This is an optimization exercise on Yosys and OpenROAD, whose aim is small area, a short achievable clock period and few clock cycles, not a production implementation. Function was checked by simulation only, so behaviour that the tests miss may differ from the original. No activity file was given, so power comes from the tool's default toggle rates.

Setup of the reference run:
Design owc, start of the top module:
module owc #(
    parameter [7:0] FAMILY_A = 8'h10,
    parameter [7:0] FAMILY_B = 8'h28
) (
    input             clk,
    input             rst,         
    input             cmd_valid,
    input      [15:0] cmd,
    output reg        rsp_valid,
    output     [15:0] rsp,
    output            bus_req,
    output     [1:0]  bus_op,      
    output            bus_wbit,
    input             bus_ack,
    input             bus_rbit
);
For scale: about 1500 cells after synthesis.
export LEC_CHECK = 0
export CAP_MARGIN = 20
export CORE_MARGIN = 2
export CORE_UTILIZATION = 60
export CTS_BUF_LIST = sky130_fd_sc_hd__clkbuf_4
export PLACE_DENSITY = 0.75
export SLEW_MARGIN = 20
create_clock -name core_clock -period 18.0 [get_ports {clk}]
run.sh (not shown) runs the stock make flow with config.mk's settings and CLKGATE_MAP_FILE= SYNTH_SCRIPT=/design/flow/synth_recipe.tcl, a recipe that flattens the netlist after the stock synthesis.
The reference run closes out successfully: all stages finished, all timing, DRC and antenna checks passed.
Testbench counts of the reference run, summed over its fixed seeds: cycles 39,161.
Inputs modified between the reference run and the trial run:
==> flow/flow/run.sh (new file) <==
#!/bin/bash
set -euo pipefail
bash standard.sh \
    SETUP_SLACK_MARGIN=13 \
    "BUFFER_PORTS_ARGS=-buffer_cell sky130_fd_sc_hd__buf_2" \
    finish > flow_make.log 2>&1
==> flow/standard.sh (new file) <==
#!/bin/bash
# synth_recipe.tcl (not shown) runs the flow's synth.tcl, then flattens the netlist and writes it again
# the make line also repeats each setting of config.mk as NAME=value (left out here)
make -C /OpenROAD-flow-scripts/flow DESIGN_CONFIG=/design/flow/config.mk WORK_HOME=/design/flow/orfs CLKGATE_MAP_FILE= SYNTH_SCRIPT=/design/flow/synth_recipe.tcl "${@:-finish}"
removed: flow/run.sh
Findings:
Delta (the trial run minus the reference run): final worst-path cycle share went down by 7.6 points, register share of the cell area fell by 2.9 points, wire length of the first global-routing pass went up, post-route standard cell area excluding fillers +about 7%, via count now larger.
Summary — number of buffers created by CTS, the trial run relative to the reference run: higher, by about 2.6%.
Worst hold margin (lower): the trial run
Taking the reference run as the reference, in the trial run maximum frequency went up by about 26%; reg-to-reg setup timing slack went up by 0.09 ns; first-iteration DRC count went up by 48.
The reference run vs the trial run, timing endpoint of the critical path: st[1] vs st[0]
Re overall global routing resource usage: the reference run and the trial run aren't equal, and the higher value belongs to the trial run.


== job 3590 ==
Another version of the RTL of owc (not shown whole).
Size: roughly 1600 cells after synthesis, ~290 flip-flops, about 42 I/O pins, roughly 15000 µm² of cells after synthesis.
Settings: LEC_CHECK=0, ABC_AREA=1, CAP_MARGIN=20, CORE_MARGIN=2, CORE_UTILIZATION=60, CTS_BUF_LIST=sky130_fd_sc_hd__clkbuf_8, CTS_CLUSTER_DIAMETER=50, CTS_CLUSTER_SIZE=14, PLACE_DENSITY=0.75, SLEW_MARGIN=20, TNS_END_PERCENT=0; clock period 18.0 ns.
standard.sh (not shown) runs the stock make flow with config.mk's settings and CLKGATE_MAP_FILE= SYNTH_SCRIPT=/design/flow/synth_recipe.tcl, a recipe that flattens the netlist after the stock synthesis.
==> flow/flow/run.sh <==
#!/bin/bash
set -euo pipefail
bash standard.sh \
    SETUP_SLACK_MARGIN=13 \
    "BUFFER_PORTS_ARGS=-buffer_cell sky130_fd_sc_hd__buf_2" \
    finish > flow_make.log 2>&1
Job 3590 reached the final stage; the timing, DRC and antenna checks on its layout passed.
Testbench counts of job 3590, summed over its fixed seeds: cycles 38,903.
Edits applied to the flow inputs when going from job 3590 to job 1892:
Settings: CORE_UTILIZATION changed from 60 to 65; PLACE_DENSITY changed from 0.75 to 0.8; TNS_END_PERCENT changed from 0 to 10; GPL_TIMING_DRIVEN newly set to 1.
==> comparison <==
Share of the core filled with cells was lower in the run labelled job 3590.
Relative to job 3590, worst hold slack across all endpoints has decreased by 0.019 ns in job 1892.
Die area of job 1892 falls short of that of job 3590 by a little under 10%.
In the metrics for job 1892 and job 3590, the one carrying the higher placement-stage worst setup slack is job 1892.
Job 1892 ends up with lower final period utilization than job 3590 does.
For job 8204, these inputs were changed with respect to job 1892:
Settings: changing CORE_UTILIZATION from 65 to 60; removing GPL_TIMING_DRIVEN (formerly 1); changing PLACE_DENSITY from 0.8 to 0.75.
==> run notes <==
- Job 8204 vs. job 1892: number of cells on the critical path went down by 2.
- Job 8204 vs job 1892: die extent in y up by a few percent
- The final reports for job 8204 and job 1892 show placement-stage cell area higher in the former.
- Compare job 1892 and job 8204 | time the final worst path needs with I/O delays and setup lower: job 8204
- The die of job 8204 is larger than the one used in job 1892.
- Job 8204 — vias per cell 0.19 lower, job 1892 as reference
- Clock network power for job 8204: 9.5% up relative to job 1892
## Diff of input files: job 9603 against job 8204
Settings: GPL_TIMING_DRIVEN: unset -> 1; PLACE_DENSITY: 0.75 -> 0.8; CORE_UTILIZATION: 60 -> 65.
diff --git a/flow/flow/run.sh b/flow/flow/run.sh
--- a/flow/flow/run.sh
+++ b/flow/flow/run.sh
@@ -4 +4 @@
-    SETUP_SLACK_MARGIN=13 \
+    SETUP_SLACK_MARGIN=14 \
- Sort job 9603 and job 8204 by portion of total power attributed to the clock network asc -> top: job 9603
- Of job 9603 and job 8204, it is job 9603 that has the higher final core utilization.
- Job 9603 has less setup slack than job 8204.
- Wire length was lower in the run labelled job 8204.


Starting RTL as in the previous note.
==> flow/config.mk <==
export PLATFORM = sky130hd
export DESIGN_NAME = owc
export DESIGN_NICKNAME = owc
export VERILOG_FILES = /design/flow/design.v
export SDC_FILE = /design/flow/constraint.sdc
export NUM_CORES = 4
export LEC_CHECK = 0
export ABC_AREA = 1
export CAP_MARGIN = 20
export CORE_MARGIN = 2
export CORE_UTILIZATION = 65
export CTS_BUF_LIST = sky130_fd_sc_hd__clkbuf_8
export CTS_CLUSTER_DIAMETER = 50
export CTS_CLUSTER_SIZE = 14
export GPL_ROUTABILITY_DRIVEN = 0
export GPL_TIMING_DRIVEN = 1
export PLACE_DENSITY = 0.8
export SLEW_MARGIN = 20
export TNS_END_PERCENT = 10
==> flow/constraint.sdc <==
create_clock -name core_clock -period 18.0 [get_ports {clk}]
set_input_delay 3.6000 -clock core_clock [delete_from_list [all_inputs] [get_ports {clk}]]
set_output_delay 3.6000 -clock core_clock [all_outputs]
set_load 0.01 [all_outputs]
==> flow/flow/run.sh <==
#!/bin/bash
set -euo pipefail
bash standard.sh \
    SETUP_SLACK_MARGIN=13 \
    "BUFFER_PORTS_ARGS=-buffer_cell sky130_fd_sc_hd__buf_2" \
    finish > flow_make.log 2>&1
Testbench counts at the start, summed over its fixed seeds: cycles 38,903.
Change:
--- a/flow/config.mk
+++ b/flow/config.mk
@@ -9,11 +9,10 @@
 export CAP_MARGIN = 20
 export CORE_MARGIN = 2
-export CORE_UTILIZATION = 65
+export CORE_UTILIZATION = 70
 export CTS_BUF_LIST = sky130_fd_sc_hd__clkbuf_8
 export CTS_CLUSTER_DIAMETER = 50
 export CTS_CLUSTER_SIZE = 14
-export GPL_ROUTABILITY_DRIVEN = 0
 export GPL_TIMING_DRIVEN = 1
-export PLACE_DENSITY = 0.8
+export PLACE_DENSITY = 0.85
 export SLEW_MARGIN = 20
-export TNS_END_PERCENT = 10
+export TNS_END_PERCENT = 25
=> The new run went through all stages and came out clean. Routed wire length is higher by 7.6%. Non-clock buffer count is higher by 11. Sequential cell count does not change. Cell count is about the same. Clock power is higher by about 3%. Combinational power is higher by about 5%. Final area is higher by 1.1%. Via count is higher by 3.3%. Area after synthesis does not change. First-iteration DRC count is lower by 11%.


Another version of the RTL of owc (not shown whole).
For scale: about 1,700 cells after synthesis, about 290 flip-flops, about 0.015 mm^2 of cells after synthesis.
export LEC_CHECK = 0
export ABC_AREA = 1
export CAP_MARGIN = 20
export CORE_MARGIN = 2
export CORE_UTILIZATION = 65
export CTS_BUF_LIST = sky130_fd_sc_hd__clkbuf_8
export CTS_CLUSTER_DIAMETER = 50
export CTS_CLUSTER_SIZE = 14
export GPL_TIMING_DRIVEN = 1
export PLACE_DENSITY = 0.8
export SLEW_MARGIN = 20
export TNS_END_PERCENT = 20
create_clock -name core_clock -period 18.0 [get_ports {clk}]
Scripts as last shown in full above: flow/flow/run.sh
The baseline completed with no timing, DRC or antenna violations.
Testbench counts at the start, summed over its fixed seeds: cycles 38,903.
Rerun with:
- TNS_END_PERCENT: 20 -> 10
- The new run completed without violations
- critical path depth shrinks by 8
- non-clock buffer count shrinks by 1
- wire length shrinks by 0.31%
- hold slack gains 7.9 ps
- total power barely changes
- worst setup slack gains 36 ps
Rerun with:
- CTS_CLUSTER_DIAMETER: 50 -> 60
- CTS_CLUSTER_SIZE: 14 -> 16
Effect: Final cell count hardly moves. Design area rises slightly. Sequential cell count does not change. Utilization grows by 0.48 points. Routed wire length grows slightly. Sequential power barely changes. Clock-buffer cell count shrinks by 3.


RTL: one of the versions met above, not the one the previous note started from.
Size in the first run: ~1600 cells after synthesis, roughly 290 flip-flops, about 42 I/O pins, about 0.015 mm² of cells after synthesis.
==> flow/config.mk <==
export PLATFORM = sky130hd
export DESIGN_NAME = owc
export DESIGN_NICKNAME = owc
export VERILOG_FILES = /design/flow/design.v
export SDC_FILE = /design/flow/constraint.sdc
export NUM_CORES = 4
export LEC_CHECK = 0
export ABC_AREA = 1
export CAP_MARGIN = 20
export CORE_MARGIN = 2
export CORE_UTILIZATION = 60
export CTS_BUF_LIST = sky130_fd_sc_hd__clkbuf_8
export CTS_CLUSTER_DIAMETER = 50
export CTS_CLUSTER_SIZE = 14
export PLACE_DENSITY = 0.75
export SLEW_MARGIN = 20
export TNS_END_PERCENT = 30
==> flow/constraint.sdc <==
create_clock -name core_clock -period 18.0 [get_ports {clk}]
set_input_delay 3.6000 -clock core_clock [delete_from_list [all_inputs] [get_ports {clk}]]
set_output_delay 3.6000 -clock core_clock [all_outputs]
set_load 0.01 [all_outputs]
Scripts as last shown in full above: flow/flow/run.sh
Testbench counts at the start, summed over its fixed seeds: cycles 38,903.
Change:
--- a/flow/config.mk
+++ b/flow/config.mk
@@ -6,5 +6,4 @@
 export NUM_CORES = 4
 export LEC_CHECK = 0
-export ABC_AREA = 1
 export CAP_MARGIN = 20
 export CORE_MARGIN = 2
@@ -15,3 +14,3 @@
 export PLACE_DENSITY = 0.75
 export SLEW_MARGIN = 20
-export TNS_END_PERCENT = 30
+export TNS_END_PERCENT = 0
The changed run produced a clean layout.
Combinational power is lower by 18%.
Power came out lower by 2.9%.
Routed wire length rises by 6.5%.
Change:
==> flow/flow/run.sh (replaced) <==
#!/bin/bash
set -euo pipefail
bash standard.sh \
    SETUP_SLACK_MARGIN=12.5 \
    "BUFFER_PORTS_ARGS=-buffer_cell sky130_fd_sc_hd__buf_2" \
    finish > flow_make.log 2>&1
--- a/flow/config.mk
+++ b/flow/config.mk
@@ -6,11 +6,13 @@
 export NUM_CORES = 4
 export LEC_CHECK = 0
+export ABC_AREA = 1
 export CAP_MARGIN = 20
 export CORE_MARGIN = 2
-export CORE_UTILIZATION = 60
+export CORE_UTILIZATION = 65
 export CTS_BUF_LIST = sky130_fd_sc_hd__clkbuf_8
 export CTS_CLUSTER_DIAMETER = 50
 export CTS_CLUSTER_SIZE = 14
-export PLACE_DENSITY = 0.75
+export GPL_TIMING_DRIVEN = 1
+export PLACE_DENSITY = 0.8
 export SLEW_MARGIN = 20
-export TNS_END_PERCENT = 0
+export TNS_END_PERCENT = 10
=> Design area drops by 8.8%. Setup slack loses 0.014 ns. Non-clock buffer count drops by 33. Combinational power is higher by 9.4%. Die area decreases by 14%. Sequential share of layout area grows by 4.3 points. Final cell count climbs by 4.4%. Clock power shrinks by 5.8%.


Another version of the RTL of owc (not shown whole).
For scale: roughly 290 flip-flops, roughly 15,000 sq um of cells after synthesis.
Settings: LEC_CHECK=0, ABC_AREA=1, CAP_MARGIN=20, CORE_MARGIN=2, CORE_UTILIZATION=60, CTS_BUF_LIST=sky130_fd_sc_hd__clkbuf_8, CTS_CLUSTER_DIAMETER=50, CTS_CLUSTER_SIZE=14, PLACE_DENSITY=0.75, SLEW_MARGIN=20, TNS_END_PERCENT=10; clock period 18.0 ns.
==> flow/flow/run.sh <==
#!/bin/bash
set -euo pipefail
bash standard.sh \
    SETUP_SLACK_MARGIN=13 \
    "BUFFER_PORTS_ARGS=-buffer_cell sky130_fd_sc_hd__buf_2" \
    finish > flow_make.log 2>&1
Testbench counts at the start, summed over its fixed seeds: cycles 38,903.
Change:
--- a/flow/config.mk
+++ b/flow/config.mk
@@ -10,3 +10,3 @@
 export CORE_MARGIN = 2
-export CORE_UTILIZATION = 60
+export CORE_UTILIZATION = 65
 export CTS_BUF_LIST = sky130_fd_sc_hd__clkbuf_8
@@ -14,3 +14,4 @@
 export CTS_CLUSTER_SIZE = 14
-export PLACE_DENSITY = 0.75
+export GPL_TIMING_DRIVEN = 1
+export PLACE_DENSITY = 0.8
 export SLEW_MARGIN = 20
Hold slack stays flat. Cell area barely changes. Core utilization rose by 5.6 points. Routed wire length rose by 1.1%. Cell count fell by 2.0%. Clock power fell by 6.4%. Fmax barely changes. Count of clock-buffer cells in the layout fell by 2. Sequential power hardly moves. Synthesized area does not change.

-- afterwards: timing with drivers on the ports --
The flow's constraints put no driver on any port. The routed layouts listed below were extracted and timed again, unchanged, in two steps.
Step 1 (the two cells are an assumption about what drives the block):
set clk [get_ports {clk}]
set_driving_cell -lib_cell sky130_fd_sc_hd__clkbuf_16 $clk
set_driving_cell -lib_cell sky130_fd_sc_hd__buf_2 [delete_from_list [all_inputs] $clk]
Step 2, shift: input delay + t, output delay - t, t = (earliest + latest rising clock arrival at the registers) / 2. This alone moves slack from input paths to output paths.
a / b / c = no drivers / after step 1 / after step 2; a / b = the first two.
| run | shift t [ns] | setup slack, ns | worst setup path at the end | worst register clock-pin slew, ns |
|---|---|---|---|---|
| the reference run | 0.750 | 11.445 / 11.469 / 10.720 | input to register | 0.08 / 0.08 |
| the trial run | 0.732 | 12.805 / 12.811 / 12.078 | input to register | 0.09 / 0.09 |
| job 3590 | 0.639 | 12.843 / 12.841 / 12.201 | input to register | 0.10 / 0.10 |
| job 1892 | 0.634 | 12.894 / 12.888 / 12.254 | input to register | 0.10 / 0.10 |
| job 8204 | 0.654 | 12.923 / 12.910 / 12.264 | input to register | 0.10 / 0.10 |
| job 9603 | 0.637 | 12.879 / 12.875 / 12.237 | input to register | 0.10 / 0.10 |
| the first run of note 3 | 0.623 | 12.885 / 12.883 / 12.260 | input to register | 0.09 / 0.09 |
| the second run of note 3 | 0.638 | 12.829 / 12.823 / 12.185 | input to register | 0.10 / 0.10 |
| the first run of note 4 | 0.635 | 12.817 / 12.794 / 12.159 | input to register | 0.10 / 0.10 |
| the second run of note 4 | 0.635 | 12.854 / 12.807 / 12.212 | input to register | 0.10 / 0.10 |
| the third run of note 4 | 0.604 | 12.810 / 12.833 / 12.229 | input to register | 0.11 / 0.11 |
| the first run of note 5 | 0.651 | 12.908 / 12.902 / 12.251 | input to register | 0.10 / 0.10 |
| the second run of note 5 | 0.649 | 12.396 / 12.400 / 11.751 | input to register | 0.09 / 0.09 |
| the third run of note 5 | 0.631 | 12.382 / 12.403 / 11.772 | input to register | 0.10 / 0.10 |
| the first run of note 6 | 0.632 | 12.819 / 12.844 / 12.212 | input to register | 0.09 / 0.09 |
| the second run of note 6 | 0.640 | 12.821 / 12.761 / 12.121 | input to register | 0.10 / 0.10 |
After both steps every run listed still meets setup and hold. For the trial run, which loses most, drivers alone change the setup slack by +0.006 ns; drivers and shift together by -0.727 ns.
